This design comes from an exercise in tuning for small area and a short achievable clock period on the open sky130 flow, not from production work.
At most, simulation tests tie the RTL to the original design; equivalence was not proved.
For runs 2 and 3, only the layout was checked, not whether the RTL still works.
Power and IR drop assume default switching activity.

## flow/design.v (module list and top-level ports; edited modules follow where they fit)
// module sde_sine_rom: 25 lines
// module sde_duty_law: 732 lines
// module sde_norm: 39 lines
// module sde_elec_law: 66 lines
// module sde_carrier: 56 lines
// module sde_top: 522 lines
// module sde_sample_due: 48 lines
module sde_top (
    input  wire        clk,
    input  wire        rst,
    input  wire        bus_valid,
    input  wire        bus_write,
    input  wire [7:0]  bus_addr,
    input  wire [1:0]  bus_size,      
    input  wire [31:0] bus_wdata,
    output wire        bus_ready,
    output reg         bus_rvalid,
    output reg  [31:0] bus_rdata,
    input  wire [31:0] int_st,        
    output reg         pwm_valid,
    output reg  [3:0]  pwm_op,
    output wire [1:0]  pwm_ph,
    output reg  [31:0] pwm_data,
    input  wire [11:0] adc_raw,
    output reg         adc_valid,
    output reg  [1:0]  adc_op,
    input  wire [63:0] now_us
);
  // ...
==> flow/flow/run.sh <==
#!/bin/bash
set -euo pipefail
MARGIN=${SDE_SETUP_MARGIN:-11.5}
bash standard.sh SETUP_SLACK_MARGIN=$MARGIN \
    "BUFFER_PORTS_ARGS=-buffer_cell sky130_fd_sc_hd__buf_1" finish > flow_standard.log 2>&1
==> flow/standard.sh <==
#!/bin/bash
# synth_recipe.tcl (not shown) runs the flow's synth.tcl, then flattens the netlist and writes it again
# the make line also repeats each setting of config.mk as NAME=value (left out here)
make -C /OpenROAD-flow-scripts/flow DESIGN_CONFIG=/design/flow/config.mk WORK_HOME=/design/flow/orfs CLKGATE_MAP_FILE= SYNTH_SCRIPT=/design/flow/synth_recipe.tcl "${@:-finish}"
==> flow/config.mk <==
export PLATFORM = sky130hd
export DESIGN_NAME = sde_top
export DESIGN_NICKNAME = sde_top
export VERILOG_FILES = /design/flow/design.v
export SDC_FILE = /design/flow/constraint.sdc
export NUM_CORES = 4
export LEC_CHECK = 0
export CAP_MARGIN = 20
export CORE_MARGIN = 2
export CORE_UTILIZATION = 72
export CTS_BUF_LIST = sky130_fd_sc_hd__clkbuf_8
export CTS_CLUSTER_DIAMETER = 70
export CTS_CLUSTER_SIZE = 16
export SLEW_MARGIN = 20
==> flow/constraint.sdc <==
create_clock -name core_clock -period 21.0 [get_ports {clk}]
set_input_delay 4.2000 -clock core_clock [delete_from_list [all_inputs] [get_ports {clk}]]
set_output_delay 4.2000 -clock core_clock [all_outputs]
set_load 0.01 [all_outputs]
==> metrics.cfg, run 1 <==
[timing]
period_share=0.460
setup_viol=0
clock_skew_ps=45.2
relSlewSlack=0.177
hold_viol=0

[critical_path]
cp_max_fo=3
critPathArrivalTime_ps=5470
crit_buf_inv=2
startpoint_type=primary input

[status]
status=no timing/DRC/antenna violations

[yosys]
synthCells=3342
syn_area_sq_mm=0.0310
synth_common_cells=350 x nor2_1, 326 x inv_1, 253 x nand2_1
synth-simple-area-share=0.167
ys_seq_area_frac=0.370
yosysWarningCount=1

[detailed_routing]
drt-pass1-iter-count=12
met2_length_um=49300
dr_total_vias=29300

[hold_path]
min_to=dq2[3]$_DFF_P_
min_path_cells=0

[global_route]
grt_pass1_vias=28800
met3_usage=0.154
antenna_found_initial=8
met2_usage=0.774

[floorplan]
dieWidth_um=212
die_y_um=212
core_sq_mm=0.0428

[finish]
top_register=last_t
fin_cells=4074
num_antenna_cells=6
finalCoreUtilization=0.780
largest_reg_flops=64
clkbuf_count=39
buffer_area_frac=0.0464

[clock_network]
cts.repair.resized=20
clock-sinks=461
path_clk_slew_ps=100
clk_latency_ps=630

[pwr]
p_int_mw=1.37

==> module sde_top, before the edit <==
module sde_top (
    input  wire        clk,
    input  wire        rst,
    input  wire        bus_valid,
    input  wire        bus_write,
    input  wire [7:0]  bus_addr,
    input  wire [1:0]  bus_size,      
    input  wire [31:0] bus_wdata,
    output wire        bus_ready,
    output reg         bus_rvalid,
    output reg  [31:0] bus_rdata,
    input  wire [31:0] int_st,        
    output reg         pwm_valid,
    output reg  [3:0]  pwm_op,
    output wire [1:0]  pwm_ph,
    output reg  [31:0] pwm_data,
    input  wire [11:0] adc_raw,
    output reg         adc_valid,
    output reg  [1:0]  adc_op,
    input  wire [63:0] now_us
);
    localparam [31:0] CARRIER_DEFAULT  = 32'h00067200;
    localparam [31:0] IDENT_VALUE      = 32'h53505737;
    localparam [31:0] PARAM_VALUE      = 32'h000C0021;
    localparam [19:0] SAMPLE_PERIOD_US = 20'd1000000;
    localparam [3:0] PWM_BIND_PIN      = 4'h1;
    localparam [3:0] PWM_CONFIGURE     = 4'h2;
    localparam [3:0] PWM_DEADTIME      = 4'h3;
    localparam [3:0] PWM_ENABLE_INT    = 4'h4;
    localparam [3:0] PWM_START         = 4'h5;
    localparam [3:0] PWM_REGISTER      = 4'h6;
    localparam [3:0] PWM_SET_FREQUENCY = 4'h7;
    localparam [3:0] PWM_SET_DUTY      = 4'h8;
    localparam [3:0] PWM_READ_STATUS   = 4'h9;
    localparam [3:0] PWM_CLEAR_STATUS  = 4'hA;
    localparam [1:0] ADC_CONF_RES      = 2'd1;
    localparam [1:0] ADC_CONF_RANGE    = 2'd2;
    localparam [1:0] ADC_READ_RAW      = 2'd3;
    localparam [3:0] OP_NOP            = 4'h0;
    localparam [3:0] OP_TBL_READ       = 4'h1;
    localparam [3:0] OP_PH_INIT        = 4'h2;
    localparam [3:0] OP_PH_APPLY       = 4'h3;
    localparam [3:0] OP_PH_SET_CARRIER = 4'h4;
    localparam [3:0] OP_INV_INIT       = 4'h5;
    localparam [3:0] OP_INV_UPDATE_FS  = 4'h6;
    localparam [3:0] OP_SCALER_CHECK   = 4'h7;
    localparam [3:0] OP_FG_ITER        = 4'h8;
    localparam [3:0] OP_ADC_INIT       = 4'h9;
    localparam E_ILLEGAL_OP   = 0;
    localparam E_RSV_FIELD    = 1;
    localparam E_BAD_PHASE    = 2;
    localparam E_BUSY         = 3;
    localparam E_NOT_INIT     = 4;
    localparam E_ALREADY_INIT = 5;
    localparam E_BAD_INDEX    = 6;
    localparam E_RANGE        = 7;
    localparam E_BUS          = 8;
    localparam [7:0] A_IDENT     = 8'h00;
    localparam [7:0] A_PARAM     = 8'h04;
    localparam [7:0] A_STATUS    = 8'h08;
    localparam [7:0] A_CTRL      = 8'h0C;
    localparam [7:0] A_CMD       = 8'h10;
    localparam [7:0] A_ARG       = 8'h14;
    localparam [7:0] A_RESULT    = 8'h18;
    localparam [7:0] A_ERR       = 8'h1C;
    localparam [7:0] A_SCALE     = 8'h20;
    localparam [7:0] A_ELEC_FREQ = 8'h24;
    localparam [7:0] A_CARRIER   = 8'h28;
    localparam [7:0] A_ISR_M     = 8'h2C;
    localparam [7:0] A_LAST_T_LO = 8'h30;
    localparam [7:0] A_LAST_T_HI = 8'h34;
    localparam [4:0] S_IDLE   = 5'h00;
    localparam [4:0] S_PHINIT = 5'h11;   
    localparam [4:0] S_REGH   = 5'h12;   
    localparam [4:0] S_APPLY  = 5'h13;   
    localparam [4:0] S_SETCAR = 5'h14;   
    localparam [4:0] S_UPD0   = 5'h15;   
    localparam [4:0] S_UPDF   = 5'h16;   
    localparam [4:0] S_SCHK   = 5'h17;   
    localparam [4:0] S_SREAD  = 5'h18;   
    localparam [4:0] S_ADC0   = 5'h19;   
    localparam [4:0] S_ADC1   = 5'h1A;   
    localparam [4:0] S_ISR_E  = 5'h1B;   
    localparam [4:0] S_ISR_A  = 5'h1C;   
    reg [5:0]  cursor0, cursor1, cursor2;
    reg [2:0]  pending;
    reg [2:0]  ch_init;
    reg [14:0] duty0, duty1, duty2;
    reg [31:0] freq0, freq1, freq2;
    reg [15:0] scale;
    reg [13:0] elec;         
    reg        handler_reg;
    reg [63:0] last_t;
    reg [31:0] isr_m;
    reg [3:0]  fg_todo;      
    reg        run_req;
    reg [31:0] arg;
    reg [5:0]  res_idx;      
    reg [8:0]  err;
    reg [4:0]  state;
    reg        j_chain;      
    reg        j_seq;        
    reg [1:0]  ph;
    reg [2:0]  sub;
    reg [15:0] scale_in;     
    reg [2:0]  freq_v;       
    reg [2:0]  duty_v;       
    reg        isr_m_v;
    reg        arg_v;        
    reg        elec_v;
    reg [1:0]  rr;
    reg [14:0] dq0, dq1, dq2;
    wire init_done  = handler_reg & (&ch_init);
    wire irq        = handler_reg & (|int_st);
    wire seq_active = run_req | fg_todo[3];
    wire isr_active = (state[3:0] == S_ISR_A[3:0]);
    wire [5:0]  cursor_rr = (rr == 2'd0) ? cursor0 : (rr == 2'd1) ? cursor1 : cursor2;
    wire [14:0] law_duty;
    wire [15:0] norm_scale;
    wire [13:0] law_elec;
    wire [14:0] result_value;
    sde_duty_law u_duty (
        .index (cursor_rr),
        .scale (scale),
        .duty  (law_duty)
    );
    sde_norm u_norm (
        .raw   (adc_raw),
        .scale (norm_scale)
    );
    sde_elec_law u_elec (
        .scale (scale_in),
        .elec  (law_elec)
    );
    sde_sine_rom u_rom_result (.index(res_idx), .value(result_value));
    wire [18:0] carrier;
    sde_carrier u_carrier (.elec(elec), .carrier(carrier));
    reg [14:0] apply_duty;
    always @(*) begin
        case ({ph, rr})
            4'b00_01, 4'b01_10, 4'b10_00: apply_duty = dq0;
            4'b00_10, 4'b01_00, 4'b10_01: apply_duty = dq1;
            default:                      apply_duty = dq2;
        endcase
    end
    wire [5:0] cur_ph      = (ph == 2'd0) ? cursor0 : (ph == 2'd1) ? cursor1 : cursor2;
    wire       pend_ph     = (ph == 2'd0) ? pending[0] : (ph == 2'd1) ? pending[1] : pending[2];
    wire [5:0] cursor_next = (cur_ph == 6'd32) ? 6'd0 : cur_ph + 6'd1;
    wire sample_due;
    sde_sample_due u_due (.now_us(now_us), .last_t(last_t), .due(sample_due));
    wire bus_legal   = (bus_size == 2'd2) && (bus_addr[1:0] == 2'b00);
    wire is_cmd_wr   = bus_write && (bus_size == 2'd2) && (bus_addr == A_CMD);
    wire st_idle     = !state[4];
    wire engine_free = st_idle && !irq;
    wire cmd_accept  = bus_valid && is_cmd_wr && engine_free;
    wire bus_fire    = bus_valid && bus_ready;
    assign bus_ready = !is_cmd_wr || engine_free;
    wire [3:0] a_w    = bus_addr[5:2];
    wire       a_base = bus_legal && (bus_addr[7:6] == 2'b00);
    wire       a_phk  = bus_legal && (bus_addr[7:6] == 2'b01);
    wire [2:0] a_ph   = {a_phk && bus_addr[5:4] == 2'd2, a_phk && bus_addr[5:4] == 2'd1,
                         a_phk && bus_addr[5:4] == 2'd0};
    wire [3:0] a_fld  = {bus_addr[3:2] == 2'd3, bus_addr[3:2] == 2'd2,
                         bus_addr[3:2] == 2'd1, bus_addr[3:2] == 2'd0};
    wire r_ident  = a_base && a_w == 4'd0;
    wire r_param  = a_base && a_w == 4'd1;
    wire r_status = a_base && a_w == 4'd2;
    wire r_ctrl   = a_base && a_w == 4'd3;
    wire r_arg    = a_base && a_w == 4'd5;
    wire r_result = a_base && a_w == 4'd6;
    wire r_err    = a_base && a_w == 4'd7;
    wire r_scale  = a_base && a_w == 4'd8;
    wire r_elec   = a_base && a_w == 4'd9;
    wire r_car    = a_base && a_w == 4'd10;
    wire r_isrm   = a_base && a_w == 4'd11;
    wire r_ltlo   = a_base && a_w == 4'd12;
    wire r_lthi   = a_base && a_w == 4'd13;
    wire rd_ok    = (a_base && a_w != 4'd4 && a_w < 4'd14) || (|a_ph);
    wire [31:0] rd_value =
          ({32{r_ident}}  & IDENT_VALUE)
        | ({32{r_param}}  & PARAM_VALUE)
        | ({32{r_status}} & {20'd0, fg_todo, 3'd0, irq, handler_reg, isr_active, seq_active, init_done})
        | ({32{r_ctrl}}   & {31'd0, run_req})
        | ({32{r_arg && arg_v}}     & arg)
        | ({32{r_result}} & {17'd0, result_value})
        | ({32{r_err}}    & {23'd0, err})
        | ({32{r_scale}}  & {16'd0, scale})
        | ({32{r_elec && elec_v}}   & {18'd0, elec})
        | ({32{r_car && elec_v}}    & {13'd0, carrier})
        | ({32{r_isrm && isr_m_v}}  & isr_m)
        | ({32{r_ltlo}}   & last_t[31:0])
        | ({32{r_lthi}}   & last_t[63:32])
        | ({32{a_ph[0] && a_fld[0]}} & {26'd0, cursor0})
        | ({32{a_ph[1] && a_fld[0]}} & {26'd0, cursor1})
        | ({32{a_ph[2] && a_fld[0]}} & {26'd0, cursor2})
        | ({32{a_ph[0] && a_fld[1] && duty_v[0]}} & {17'd0, duty0})
        | ({32{a_ph[1] && a_fld[1] && duty_v[1]}} & {17'd0, duty1})
        | ({32{a_ph[2] && a_fld[1] && duty_v[2]}} & {17'd0, duty2})
        | ({32{a_ph[0] && a_fld[2] && freq_v[0]}} & freq0)
        | ({32{a_ph[1] && a_fld[2] && freq_v[1]}} & freq1)
        | ({32{a_ph[2] && a_fld[2] && freq_v[2]}} & freq2)
        | ({32{a_ph[0] && a_fld[3]}} & {29'd0, 1'b1, ch_init[0], pending[0]})
        | ({32{a_ph[1] && a_fld[3]}} & {29'd0, 1'b1, ch_init[1], pending[1]})
        | ({32{a_ph[2] && a_fld[3]}} & {29'd0, 1'b1, ch_init[2], pending[2]});
    wire wr_mapped = (bus_addr == A_CTRL) || (bus_addr == A_CMD) ||
                     (bus_addr == A_ARG)  || (bus_addr == A_ERR);
    wire [3:0]  c_op  = bus_wdata[31:28];
    wire [1:0]  c_ph  = bus_wdata[27:26];
    wire [11:0] c_idx = bus_wdata[11:0];
    wire [15:0] c_imm = bus_wdata[15:0];
    reg [31:0] c_mbz;
    reg        c_phase_form;
    always @(*) begin
        c_phase_form = 1'b0;
        case (c_op)
            OP_TBL_READ:       c_mbz = 32'h0FFFF000;
            OP_PH_INIT,
            OP_PH_APPLY,
            OP_PH_SET_CARRIER: begin c_mbz = 32'h03FFFFFF; c_phase_form = 1'b1; end
            OP_INV_UPDATE_FS:  c_mbz = 32'h0FFF0000;
            default:           c_mbz = 32'h0FFFFFFF;
        endcase
    end
    reg [8:0] c_err;         
    always @(*) begin
        c_err = 9'd0;
        if (c_op >= 4'hA)
            c_err[E_ILLEGAL_OP] = 1'b1;
        else if ((bus_wdata & c_mbz) != 32'd0)
            c_err[E_RSV_FIELD] = 1'b1;
        else if (c_phase_form && c_ph == 2'd3)
            c_err[E_BAD_PHASE] = 1'b1;
        else if (c_op != OP_NOP && c_op != OP_TBL_READ && seq_active)
            c_err[E_BUSY] = 1'b1;
        else begin
            case (c_op)
                OP_TBL_READ:
                    if (c_idx >= 12'd33) c_err[E_BAD_INDEX] = 1'b1;
                OP_PH_INIT:
                    if (ch_init[c_ph]) c_err[E_ALREADY_INIT] = 1'b1;
                OP_PH_APPLY, OP_PH_SET_CARRIER:
                    if (!ch_init[c_ph]) c_err[E_NOT_INIT] = 1'b1;
                OP_INV_INIT:
                    if (handler_reg || ch_init != 3'd0) c_err[E_ALREADY_INIT] = 1'b1;
                OP_INV_UPDATE_FS:
                    if (!init_done) c_err[E_NOT_INIT] = 1'b1;
                    else if (c_imm > 16'h8000) c_err[E_RANGE] = 1'b1;
                OP_SCALER_CHECK, OP_FG_ITER:
                    if (!init_done) c_err[E_NOT_INIT] = 1'b1;
                default: ;
            endcase
        end
    end
    assign pwm_ph = ph;      
    always @(*) begin
        pwm_valid = 1'b0;
        pwm_op    = 4'd0;
        pwm_data  = 32'd0;
        adc_valid = 1'b0;
        adc_op    = 2'd0;
        case (state[3:0])
            S_PHINIT[3:0]: begin
                pwm_valid = 1'b1;
                case (sub)
                    3'd0: pwm_op = PWM_BIND_PIN;
                    3'd1: begin pwm_op = PWM_BIND_PIN; pwm_data = 32'd1; end
                    3'd2: begin pwm_op = PWM_CONFIGURE; pwm_data = CARRIER_DEFAULT; end
                    3'd3: pwm_op = PWM_DEADTIME;
                    3'd4: pwm_op = PWM_ENABLE_INT;
                    default: pwm_op = PWM_START;
                endcase
            end
            S_REGH[3:0]: begin
                pwm_valid = 1'b1;
                pwm_op    = PWM_REGISTER;
            end
            S_APPLY[3:0]: begin
                pwm_valid = pend_ph;
                pwm_op    = PWM_SET_DUTY;
                pwm_data  = {17'd0, apply_duty};
            end
            S_SETCAR[3:0]: begin
                pwm_valid = 1'b1;
                pwm_op    = PWM_SET_FREQUENCY;
                pwm_data  = arg & {32{arg_v}};
            end
            S_UPDF[3:0]: begin
                pwm_valid = 1'b1;
                pwm_op    = PWM_SET_FREQUENCY;
                pwm_data  = {13'd0, carrier};
            end
            S_ISR_E[3:0]: begin
                pwm_valid = 1'b1;
                pwm_op    = PWM_READ_STATUS;
                pwm_data  = int_st;
            end
            S_ISR_A[3:0]: begin
                pwm_valid = 1'b1;
                pwm_op    = PWM_CLEAR_STATUS;
                pwm_data  = isr_m;
            end
            S_SREAD[3:0]: begin
                adc_valid = 1'b1;
                adc_op    = ADC_READ_RAW;
            end
            S_ADC0[3:0]: begin
                adc_valid = 1'b1;
                adc_op    = ADC_CONF_RES;
            end
            S_ADC1[3:0]: begin
                adc_valid = 1'b1;
                adc_op    = ADC_CONF_RANGE;
            end
            default: ;
        endcase
    end
    always @(posedge clk)
        bus_rdata <= rd_value;
    always @(posedge clk) begin
        dq0 <= law_duty;
        dq1 <= dq0;
        dq2 <= dq1;
        if (rst)              rr <= 2'd0;
        else if (rr == 2'd2)  rr <= 2'd0;
        else                  rr <= rr + 2'd1;
    end
    always @(posedge clk)
        scale_in <= (state[3:0] == S_SREAD[3:0]) ? norm_scale : c_imm;
    always @(posedge clk) begin
        if (rst) begin
            cursor0     <= 6'd0;
            cursor1     <= 6'd11;
            cursor2     <= 6'd22;
            freq_v      <= 3'd0;
            duty_v      <= 3'd0;
            isr_m_v     <= 1'b0;
            arg_v       <= 1'b0;
            elec_v      <= 1'b0;
            pending     <= 3'd0;
            ch_init     <= 3'd0;
            scale       <= 16'd0;
            handler_reg <= 1'b0;
            last_t      <= 64'd0;
            fg_todo     <= 4'd0;
            run_req     <= 1'b0;
            res_idx     <= 6'd63;
            err         <= 9'd0;
            state       <= S_IDLE;
            bus_rvalid  <= 1'b0;
        end else begin
            bus_rvalid <= bus_fire && !bus_write;
            if (bus_fire) begin
                if (!bus_write) begin
                    if (!rd_ok) err[E_BUS] <= 1'b1;
                end else if (!bus_legal || !wr_mapped) begin
                    err[E_BUS] <= 1'b1;
                end else begin
                    case (bus_addr)
                        A_CTRL:
                            if (bus_wdata[0]) begin
                                if (!init_done) err[E_NOT_INIT] <= 1'b1;
                                else            run_req <= 1'b1;
                            end else
                                run_req <= 1'b0;
                        A_ARG: begin arg <= bus_wdata; arg_v <= 1'b1; end
                        A_ERR: err <= err & ~bus_wdata[8:0];
                        default: ;    
                    endcase
                end
            end
            case (state[3:0])
                S_IDLE[3:0]: begin
                    if (irq) begin
                        state <= S_ISR_E;
                        ph    <= 2'd0;
                    end else if (cmd_accept) begin
                        if (c_err != 9'd0) begin
                            err <= err | c_err;
                        end else begin
                            ph      <= c_ph;
                            sub     <= 3'd0;
                            j_chain <= (c_op == OP_INV_INIT) || (c_op == OP_FG_ITER);
                            j_seq   <= 1'b0;
                            case (c_op)
                                OP_TBL_READ:       res_idx <= c_idx[5:0];
                                OP_PH_INIT:        state   <= S_PHINIT;
                                OP_PH_APPLY:       state   <= S_APPLY;
                                OP_PH_SET_CARRIER: state   <= S_SETCAR;
                                OP_INV_INIT: begin
                                    state <= S_PHINIT;
                                    ph    <= 2'd0;
                                end
                                OP_INV_UPDATE_FS:  state <= S_UPD0;
                                OP_SCALER_CHECK:   state <= S_SCHK;
                                OP_FG_ITER:        state <= S_SCHK;
                                OP_ADC_INIT:       state <= S_ADC0;
                                default: ;          
                            endcase
                        end
                    end else begin
                        j_chain <= 1'b0;
                        j_seq   <= 1'b1;
                        if (run_req && !fg_todo[3]) begin
                            fg_todo <= 4'b1111;                  
                        end else if (fg_todo[0]) begin
                            state <= S_SCHK;
                        end else if (fg_todo[1]) begin
                            state <= S_APPLY; ph <= 2'd0;
                        end else if (fg_todo[2]) begin
                            state <= S_APPLY; ph <= 2'd1;
                        end else if (fg_todo[3]) begin
                            state <= S_APPLY; ph <= 2'd2;
                        end
                    end
                end
                S_ISR_E[3:0]: begin
                    isr_m   <= int_st;
                    isr_m_v <= 1'b1;
                    state <= S_ISR_A;
                end
                S_ISR_A[3:0]: begin
                    pending <= pending | isr_m[2:0];
                    state   <= S_IDLE;
                end
                S_PHINIT[3:0]: begin
                    if (sub == 3'd5) begin
                        ch_init[ph] <= 1'b1;
                        duty_v[ph]  <= 1'b0;
                        freq_v[ph]  <= 1'b1;
                        case (ph)
                            2'd0:    freq0 <= CARRIER_DEFAULT;
                            2'd1:    freq1 <= CARRIER_DEFAULT;
                            default: freq2 <= CARRIER_DEFAULT;
                        endcase
                        sub         <= 3'd0;
                        if (j_chain) begin
                            if (ph == 2'd2) begin
                                state <= S_REGH;
                                ph    <= 2'd0;
                            end else
                                ph    <= ph + 2'd1;
                        end else begin
                            state <= S_IDLE;
                        end
                    end else begin
                        sub <= sub + 3'd1;
                    end
                end
                S_REGH[3:0]: begin
                    handler_reg <= 1'b1;
                    state       <= S_IDLE;
                end
                S_APPLY[3:0]: begin
                    if (pend_ph) begin
                        pending[ph] <= 1'b0;
                        duty_v[ph]  <= 1'b1;
                        case (ph)
                            2'd0:    begin duty0 <= apply_duty; cursor0 <= cursor_next; end
                            2'd1:    begin duty1 <= apply_duty; cursor1 <= cursor_next; end
                            default: begin duty2 <= apply_duty; cursor2 <= cursor_next; end
                        endcase
                    end
                    if (j_chain && ph != 2'd2) begin
                        ph <= ph + 2'd1;
                    end else begin
                        if (j_seq) fg_todo <= {fg_todo[2:0], 1'b0};
                        state <= S_IDLE;
                    end
                end
                S_SETCAR[3:0]: begin
                    freq_v[ph] <= arg_v;
                    case (ph)
                        2'd0:    freq0 <= arg;
                        2'd1:    freq1 <= arg;
                        default: freq2 <= arg;
                    endcase
                    state    <= S_IDLE;
                end
                S_UPD0[3:0]: begin
                    scale <= scale_in;
                    elec   <= law_elec;
                    elec_v <= 1'b1;
                    ph    <= 2'd0;
                    state <= S_UPDF;
                end
                S_UPDF[3:0]: begin
                    freq_v[ph] <= 1'b1;
                    case (ph)
                        2'd0:    freq0 <= {13'd0, carrier};
                        2'd1:    freq1 <= {13'd0, carrier};
                        default: freq2 <= {13'd0, carrier};
                    endcase
                    if (ph != 2'd2) begin
                        ph <= ph + 2'd1;
                    end else if (j_chain) begin
                        ph    <= 2'd0;
                        state <= S_APPLY;
                    end else begin
                        if (j_seq) fg_todo <= {fg_todo[2:0], 1'b0};
                        state <= S_IDLE;
                    end
                end
                S_SCHK[3:0]: begin
                    if (sample_due) begin
                        last_t <= now_us;
                        state  <= S_SREAD;
                    end else if (j_chain) begin
                        ph    <= 2'd0;
                        state <= S_APPLY;
                    end else begin
                        if (j_seq) fg_todo <= {fg_todo[2:0], 1'b0};
                        state <= S_IDLE;
                    end
                end
                S_SREAD[3:0]: state <= S_UPD0;
                S_ADC0[3:0]:  state <= S_ADC1;
                S_ADC1[3:0]:  state <= S_IDLE;
                default: state <= S_IDLE;
            endcase
        end
    end
endmodule
==> inputs of run 2 (changes only) <==
--- a/flow/design.v
+++ b/flow/design.v
@@ -932,5 +932,5 @@
     output reg  [3:0]  pwm_op,
     output wire [1:0]  pwm_ph,
-    output reg  [31:0] pwm_data,
+    output wire [31:0] pwm_data,
     input  wire [11:0] adc_raw,
     output reg         adc_valid,
@@ -1073,5 +1073,7 @@
     wire cmd_accept  = bus_valid && is_cmd_wr && engine_free;
     wire bus_fire    = bus_valid && bus_ready;
-    assign bus_ready = !is_cmd_wr || engine_free;
+    wire rdy_free = st_idle && !handler_reg;
+    wire rdy_hold = st_idle && handler_reg;
+    assign bus_ready = !is_cmd_wr || rdy_free || (rdy_hold && !(|int_st));
     wire [3:0] a_w    = bus_addr[5:2];
     wire       a_base = bus_legal && (bus_addr[7:6] == 2'b00);
@@ -1171,8 +1173,12 @@
     end
     assign pwm_ph = ph;      
+    reg [31:0] pwm_rest;
+    reg        pwm_isre;
+    assign pwm_data = pwm_rest | (int_st & {32{pwm_isre}});
     always @(*) begin
+        pwm_isre  = 1'b0;
         pwm_valid = 1'b0;
         pwm_op    = 4'd0;
-        pwm_data  = 32'd0;
+        pwm_rest  = 32'd0;
         adc_valid = 1'b0;
         adc_op    = 2'd0;
@@ -1182,6 +1188,6 @@
                 case (sub)
                     3'd0: pwm_op = PWM_BIND_PIN;
-                    3'd1: begin pwm_op = PWM_BIND_PIN; pwm_data = 32'd1; end
-                    3'd2: begin pwm_op = PWM_CONFIGURE; pwm_data = CARRIER_DEFAULT; end
+                    3'd1: begin pwm_op = PWM_BIND_PIN; pwm_rest = 32'd1; end
+                    3'd2: begin pwm_op = PWM_CONFIGURE; pwm_rest = CARRIER_DEFAULT; end
                     3'd3: pwm_op = PWM_DEADTIME;
                     3'd4: pwm_op = PWM_ENABLE_INT;
@@ -1196,25 +1202,25 @@
                 pwm_valid = pend_ph;
                 pwm_op    = PWM_SET_DUTY;
-                pwm_data  = {17'd0, apply_duty};
+                pwm_rest  = {17'd0, apply_duty};
             end
             S_SETCAR[3:0]: begin
                 pwm_valid = 1'b1;
                 pwm_op    = PWM_SET_FREQUENCY;
-                pwm_data  = arg & {32{arg_v}};
+                pwm_rest  = arg & {32{arg_v}};
             end
             S_UPDF[3:0]: begin
                 pwm_valid = 1'b1;
                 pwm_op    = PWM_SET_FREQUENCY;
-                pwm_data  = {13'd0, carrier};
+                pwm_rest  = {13'd0, carrier};
             end
             S_ISR_E[3:0]: begin
                 pwm_valid = 1'b1;
                 pwm_op    = PWM_READ_STATUS;
-                pwm_data  = int_st;
+                pwm_isre  = 1'b1;
             end
             S_ISR_A[3:0]: begin
                 pwm_valid = 1'b1;
                 pwm_op    = PWM_CLEAR_STATUS;
-                pwm_data  = isr_m;
+                pwm_rest  = isr_m;
             end
             S_SREAD[3:0]: begin
--- a/flow/config.mk
+++ b/flow/config.mk
@@ -8,7 +8,7 @@
 export CAP_MARGIN = 20
 export CORE_MARGIN = 2
-export CORE_UTILIZATION = 72
+export CORE_UTILIZATION = 65
 export CTS_BUF_LIST = sky130_fd_sc_hd__clkbuf_8
-export CTS_CLUSTER_DIAMETER = 70
-export CTS_CLUSTER_SIZE = 16
+export CTS_CLUSTER_DIAMETER = 60
+export CTS_CLUSTER_SIZE = 14
 export SLEW_MARGIN = 20
==> run 2 against run 1 <==
Against the previous run:
- critical path depth grew 1
- clock skew shrank 2.0 ps
- hold slack worse by 7.4 ps
- core utilization decreased by 5.6 points
- design area is 1.4% higher
- clock power increased by 12%
- sequential share of layout area decreased by 0.48 points
==> metrics.cfg, run 2 <==
[status]
status=no timing/DRC/antenna violations  ; unchanged

[timing]
rsz0062_at_grt=yes  ; unchanged
setup-tns-final_ps=0  ; unchanged
period_share=0.476  ; was 0.460
clock_skew_ps=43.2  ; was 45.2 ps
fin_crit_ps=9990  ; was 9670 ps
max_freq_mhz=100  ; was 103 MHz
report.final.slew_viol_count=0  ; unchanged
hold_viol=0  ; unchanged
setup_viol=0  ; unchanged
relSlewSlack=0.220  ; was 0.177
tightest_slew_ps=1150  ; was 1240 ps

[floorplan]
dieWidth_um=222  ; was 212 um
core_sq_mm=0.0468  ; was 0.0428 sq mm
io_pins=230  ; unchanged
start_util=0.660  ; was 0.725
rows=79  ; was 76
die_y_um=222  ; was 212 um
die-area_sq_mm=0.0492  ; was 0.0448 sq mm

[global_route]
grt_pass1_vias=27800  ; was 28800
antenna_found_initial=15  ; was 8
grt_pass1_wl_um=172000  ; was 171000 um
grtUsageTotal=0.465  ; was 0.514
grt_overflow=0  ; unchanged
grt_max_degree=123  ; was 60

[clock_network]
clk_latency_ps=700  ; was 630 ps
numCtsBuffers=42  ; was 37
clock-sinks=461  ; unchanged
htree_levels=2  ; unchanged
cts.path.max_buffers=3  ; unchanged
path_clk_slew_ps=90  ; was 100 ps
cts_tree=yes  ; unchanged
root_buffer=clkbuf_8  ; unchanged

[finish]
mostFrequentLayoutCell=inv_1  ; unchanged
fin_nets=3967  ; was 3986
area_delta_synth_final_pct=9.67  ; was 7.54%
nFillCells=3507  ; was 2807
top_register=last_t  ; unchanged
largest_reg_flops=64  ; unchanged
drive_above_1_share=0.103  ; was 0.0767
layout_common_cells=339 x inv_1, 331 x nor2_1, 278 x nand2_1  ; was 345 x inv_1, 340 x nor2_1, 252 x nand2_1
fin_area_sq_mm=0.0338  ; was 0.0334 sq mm

[yosys]
synth_top_cell_by_area=edfxtp_1  ; unchanged
yosys.area.top_type_share=0.220  ; was 0.219
yosys_register_bits=461  ; unchanged
syn-num-nets=3779  ; was 3834
ys_seq_area_frac=0.372  ; was 0.370
avgSynthCellArea_sq_um=9.39  ; was 9.29 sq um
synth_cell_type_count=84  ; was 96
synth_common_cells=343 x nor2_1, 319 x inv_1, 278 x nand2_1  ; was 350 x nor2_1, 326 x inv_1, 253 x nand2_1
yosysWarningCount=1  ; unchanged
synthCells=3287  ; was 3342
syn_area_sq_mm=0.0309  ; was 0.0310 sq mm
yosys-top-cells-area=edfxtp_1 22%, dfxtp_1 15%, fa_1 12%  ; unchanged
synth_flop_cell=dfxtp_1  ; unchanged
yosysMostFrequentCell=nor2_1  ; unchanged
synth-edff-count=226  ; unchanged
async_flop_share=0  ; unchanged

[pwr]
p_leak_nw=13.4  ; was 13.0 nW
p_total_mw=2.33  ; was 2.18 mW
peakVddDrop_uv=114  ; was 62.1 uV
powerDensity_mw_per_mm2=69.0  ; was 65.2 mW/mm^2

[detailed_routing]
ant_nets=0  ; unchanged
drt_wl_total_um=117000  ; was 115000 um
via_per_inst=7.08  ; was 7.20
routedWlPerCell_um=28.4  ; was 28.3 um
dr_total_vias=29200  ; was 29300
drt-pass1-iter-count=10  ; was 12
drt_iter0_markers=4890  ; was 5014
drc=0  ; unchanged

[critical_path]
startpoint_type=primary input  ; unchanged
cp.required_ps=16800  ; about the same
cpPeakStageDelay_ps=390  ; was 400 ps
ff2ff_path_depth=26  ; was 28
cp_max_fo=3  ; unchanged
crit_chain=buf_1 -> nor4_1 -> nand4_1 -> o21ai_4 -> inv_2 -> o2111ai_2 -> buf_2  ; was buf_8 -> nor4_4 -> nand4_1 -> o21a_4 -> o21ai_2 -> buf_2
crit_type=primary input to primary output  ; unchanged
end_kind=primary output  ; unchanged
cpMaxStageDelayCell=nand4_1  ; was nor4_4
r2r_slack_ps=12140  ; was 12000 ps
critPathArrivalTime_ps=5790  ; was 5470 ps

[hold_path]
hp-class=flip-flop to flip-flop  ; unchanged
min_path_cells=0  ; unchanged

[placement]
place_area_sq_mm=0.0323  ; was 0.0325 sq mm
portBuffers=229  ; unchanged
hpwl_um=86300  ; was 86100 um
gp_congestion=1.02  ; was 1.05

[run]
maxCapViolCount=0  ; unchanged

[run 2: cell types whose count changed in the layout (fill, tap and decap cells not counted), moves of 13 or more]
cell and delta:
nand3_1 -86, a31o_2 +52, o21ai_0 -49, a21oi_1 -35
buf_6 +35, nand2_1 +26, o31ai_1 +20, or2_2 +16
nand4_1 +15, o21a_1 +13
[run 2: critical path: cells and delay by family]
| family | cells | cell delay [ps] |
|---|---|---|
| buffers and inverters | 3 | 380 |
| AND/OR/NAND/NOR | 2 | 680 |
| AO/OA/AOI/OAI | 2 | 520 |
[run 2: metal layers]
layer | vias up | global-route usage | part of all wire
met5 | - | 0 | 0.00061
li1 | 12200 | - | -
met2 | 2643 | 0.682 | 0.42
met4 | 12 | 0.243 | 0.061
met1 | 13900 | 0.609 | 0.35
met3 | 493 | 0.163 | 0.17
[run 2: layout make-up]
cell class	count	area, sq um	area share
Clock inverter	34	221	0.00654
Sequential cell	461	11500	0.339
Tap cell	607	759	0.0224
Clock buffer	44	606	0.0179
Timing Repair Buffer	343	1890	0.0557
Inverter	321	1210	0.0357
Antenna cell	7	17.5	0.000518
Multi-Input combinational cell	2306	17700	0.522
[run 2: repair_timing]
action / CTS / global route
hold buffers: 0 / 0
pin swaps: 6 / 10
endpoints found under the setup margin: 4 / 75
setup buffers: 42 / 5
gates resized for setup: 26 / 54
[run 2: kinds of logic (layout without fill, tap and decap cells)]
family	count (synthesis)	count (layout)	share of synthesized area
flip-flops	461	461	0.372
other	0	7	0
multiplexers	44	44	0.0150
adder cells (fa/ha/maj)	341	341	0.184
XOR/XNOR	79	79	0.0224
buffers and inverters	520	742	0.0643
AO/OA/AOI/OAI	813	813	0.186
AND/OR/NAND/NOR	1029	1029	0.156
[run 2: final timing paths]
check / start / to
hold reg to reg: dq0[0]$_DFF_P_ / dq1[0]$_DFF_P_
setup / recovery: int_st[27] / bus_ready
setup reg to reg: rr[0]$_SDFF_PP0_ / dq0[13]$_DFF_P_
hold / removal: dq0[0]$_DFF_P_ / dq1[0]$_DFF_P_
[run 2: per-stage QoR]
| stage | hold WS (ps) | util | setup WS, ps | std cells |
|---|---|---|---|---|
| floorplan | 331 | - | 11510 | 3287 |
| CTS | 345 | 0.718 | 11080 | 4110 |
| global placement | 336 | 0.691 | 10290 | 3990 |
| global route | 346 | 0.724 | 11010 | 4121 |
| detailed placement | 341 | 0.691 | 10360 | 3990 |
| finish | 348 | 0.724 | 11010 | 4123 |
[run 2: power by group]
group,internal [mW],switching (mW)
clock network,0.225,0.336
logic,0.219,0.500
registers,1.01,0.0472
==> inputs of run 3 (changes only) <==
==> flow/flow/run.sh (replaced) <==
#!/bin/bash
set -euo pipefail
MARGIN=${SDE_SETUP_MARGIN:-11.7}
bash standard.sh SETUP_SLACK_MARGIN=$MARGIN \
    "BUFFER_PORTS_ARGS=-buffer_cell sky130_fd_sc_hd__buf_1" finish > flow_standard.log 2>&1
==> run 3 against run 2 <==
Against the previous run:
- still clean on timing, DRC and antenna
- clock power rose by 2%
- wire length fell by 2.6%
- die area did not move
- register-to-register slack improved by 50 ps
- first-iteration DRC count fell by 6.9%
- design area fell by 0.50%
- maximum frequency fell by 0.18%
- power fell by 1.3%
- critical path depth did not move
- final cell count fell by 0.99%
- critical path type unchanged
- largest cell class unchanged
==> metrics.cfg, run 3 <==
[detailed_routing]
routedWlPerCell_um=27.9  ; was 28.4 um
drt_iter0_markers=4555  ; was 4890
dr_total_vias=28600  ; was 29200
ant_nets=0  ; unchanged
drt_wl_total_um=114000  ; was 117000 um
drc=0  ; unchanged
drt-pass1-iter-count=9  ; was 10
via_per_inst=7.00  ; was 7.08

[yosys]
yosys-top-cells-area=edfxtp_1 22%, dfxtp_1 15%, fa_1 12%  ; unchanged
syn_area_sq_mm=0.0309  ; unchanged
synth_common_cells=343 x nor2_1, 319 x inv_1, 278 x nand2_1  ; unchanged
synth-edff-count=226  ; unchanged
yosys_register_bits=461  ; unchanged
synth_cell_type_count=84  ; unchanged
ys_seq_area_frac=0.372  ; unchanged
async_flop_share=0  ; unchanged
yosysWarningCount=1  ; unchanged
synth_flop_cell=dfxtp_1  ; unchanged
yosysMostFrequentCell=nor2_1  ; unchanged
syn-num-nets=3779  ; unchanged
yosys.area.top_type_share=0.220  ; unchanged
synth_top_cell_by_area=edfxtp_1  ; unchanged
avgSynthCellArea_sq_um=9.39  ; unchanged
synthCells=3287  ; unchanged

[timing]
report.final.slew_viol_count=0  ; unchanged
hold_viol=0  ; unchanged
fin_crit_ps=10010  ; was 9990 ps
relSlewSlack=0.219  ; was 0.220
tightest_slew_ps=1140  ; was 1150 ps
rsz0062_at_grt=yes  ; unchanged
period_share=0.477  ; was 0.476
setup_viol=0  ; unchanged
setup-tns-final_ps=0  ; unchanged
hold-worst-slack_ps=358  ; was 348 ps
clock_skew_ps=48.6  ; was 43.2 ps
max_freq_mhz=99.9  ; was 100 MHz
setup_slack_ps=10990  ; was 11010 ps

[pwr]
peakVddDrop_uv=96.4  ; was 114 uV
p_leak_nw=13.3  ; was 13.4 nW
powerDensity_mw_per_mm2=68.4  ; was 69.0 mW/mm^2

[finish]
multi_input_area_sq_mm=0.0177  ; about the same
fin_nets=3930  ; was 3967
finalCoreUtilization=0.720  ; was 0.724
regArea_sq_mm=0.0115  ; unchanged
layout_common_cells=338 x inv_1, 333 x nor2_1, 277 x nand2_1  ; was 339 x inv_1, 331 x nor2_1, 278 x nand2_1
top_register=last_t  ; unchanged
largest_reg_flops=64  ; unchanged
nFillCells=3582  ; was 3507
drive_above_1_share=0.106  ; was 0.103
area_delta_synth_final_pct=9.12  ; was 9.67%
mostFrequentLayoutCell=inv_1  ; unchanged

[critical_path]
end_kind=primary output  ; unchanged
cp.required_ps=16800  ; about the same
startpoint_type=primary input  ; unchanged
cp_max_fo=3  ; unchanged
crit_chain=buf_8 -> nor4_4 -> nand4_1 -> o21ai_4 -> inv_2 -> o2111ai_4 -> buf_6  ; was buf_1 -> nor4_1 -> nand4_1 -> o21ai_4 -> inv_2 -> o2111ai_2 -> buf_2
crit_type=primary input to primary output  ; unchanged
critPathArrivalTime_ps=5810  ; was 5790 ps
cpMaxStageDelayCell=nand4_1  ; unchanged
cpPeakStageDelay_ps=420  ; was 390 ps

[floorplan]
die-area_sq_mm=0.0492  ; unchanged
dieWidth_um=222  ; unchanged
start_util=0.660  ; unchanged
io_pins=230  ; unchanged
rows=79  ; unchanged
die_y_um=222  ; unchanged
core_sq_mm=0.0468  ; unchanged

[clock_network]
path_clk_slew_ps=80  ; was 90 ps
numCtsBuffers=43  ; was 42
cts_tree=yes  ; unchanged
htree_levels=2  ; unchanged
clock-sinks=461  ; unchanged
cts.path.max_buffers=3  ; unchanged
clk_latency_ps=700  ; about the same
root_buffer=clkbuf_8  ; unchanged

[global_route]
grtUsageTotal=0.458  ; was 0.465
grt_pass1_wl_um=170000  ; was 172000 um
grt_overflow=0  ; unchanged
grt_pass1_vias=27400  ; was 27800
antenna_found_initial=3  ; was 15
grt_max_degree=72  ; was 123

[placement]
gp_congestion=1.04  ; was 1.02
hpwl_um=84700  ; was 86300 um
pre_cts_ws_ps=10670  ; was 10360 ps
portBuffers=229  ; unchanged

[run]
maxCapViolCount=0  ; unchanged

[hold_path]
hp-class=flip-flop to flip-flop  ; unchanged

[status]
status=no timing/DRC/antenna violations  ; unchanged

-- run 3: area by class of cell --
cell class,instances,area share
clock inverters,36,0.00784
diodes,2,0.000149
multi-input cells,2306,0.527
clock buffers,44,0.0180
inverters,321,0.0358
repair buffers,305,0.0477
flip-flops and latches,461,0.341
well taps,607,0.0225
-- run 3: kinds of logic (layout without fill, tap and decap cells) --
logic type | after synthesis | in the layout | share of synthesized area
AOI/OAI and AO/OA | 813 | 813 | 0.186
xor gates and xnor gates | 79 | 79 | 0.0224
adders and majority gates | 341 | 341 | 0.184
buffers and inverters | 520 | 706 | 0.0643
DFF | 461 | 461 | 0.372
muxes | 44 | 44 | 0.0150
other | 0 | 2 | 0
and+or+nand+nor | 1029 | 1029 | 0.156
-- run 3: where the power goes --
part / internal, mW / total (mW) / switching [mW]
Clock: 0.239 / 0.576 / 0.338
Sequential: 1.01 / 1.05 / 0.0404
Combinational: 0.192 / 0.682 / 0.490
-- run 3: worst paths after layout --
path	start	slack, ps	cells after the start	to
max	int_st[19]	10990	7	bus_ready
min	dq0[6]$_DFF_P_	360	0	dq1[6]$_DFF_P_
max reg2reg	rr[0]$_SDFF_PP0_	12190	25	dq0[4]$_DFF_P_
min reg2reg	dq0[6]$_DFF_P_	360	0	dq1[6]$_DFF_P_
-- run 3: per-stage QoR --
stage	cells	instance area [sq um]	power, mW
floorplan	3287	31000	1.43
global placement	3991	32400	1.68
detailed placement	3991	32400	1.70
CTS	4078	33500	2.26
global route	4081	33700	2.37
finish	4082	33700	2.30
-- run 3: layer usage --
metal  vias to the layer above  track usage  part of all wire
li1                      12100            -                 -
met1                     13600        0.611              0.36
met2                      2444        0.680              0.43
met3                       457        0.139              0.15
met4                         2        0.227             0.060
met5                         -            0           0.00011
-- run 3: critical path: cells and delay by family --
family          cells  cell delay (ps)
compound gates      2              550
buf+inv             3              330
simple gates        2              720
-- run 3: repair_timing --
item | 4_1_cts | 5_1_grt
pin swaps | 18 | 25
endpoints found under the setup margin | 15 | 89
buffers inserted | 7 | 1
hold buffers | 0 | 0
resized for setup | 56 | 72

## afterwards: timing with drivers on the ports
Ports are ideal in the flow. The routed layouts listed here were re-timed in OpenROAD. Step 1 (the two cells are an assumption about what drives the block):
set clk [get_ports {clk}]
set_driving_cell -lib_cell sky130_fd_sc_hd__clkbuf_16 $clk
set_driving_cell -lib_cell sky130_fd_sc_hd__buf_2 [delete_from_list [all_inputs] $clk]
Step 2 also shifts input and output timing later by t, the mid clock arrival at the registers, as if the neighbouring blocks saw the same clock. Slacks: no drivers / after step 1 / after step 2; pairs: no drivers / after step 1.
run | shift t [ns] | slack for setup (ns) | hold WS [ns] | clock arrival spread, ns | worst slew at a driven data input, ns
run 1 | 0.663 | 11.331 / 11.286 / 11.112 | 0.355 / 0.355 / 0.355 | 0.047 / 0.047 | 0.08
run 2 | 0.736 | 11.009 / 10.967 / 10.738 | 0.348 / 0.348 / 0.348 | 0.043 / 0.043 | 0.15
run 3 | 0.738 | 10.991 / 10.949 / 10.949 | 0.358 / 0.358 / 0.358 | 0.051 / 0.051 | 0.12
After both steps every run listed still meets setup and hold. The setup slack of run 2, which loses most, moves by -0.042 ns with the drivers and by -0.271 ns with both steps.
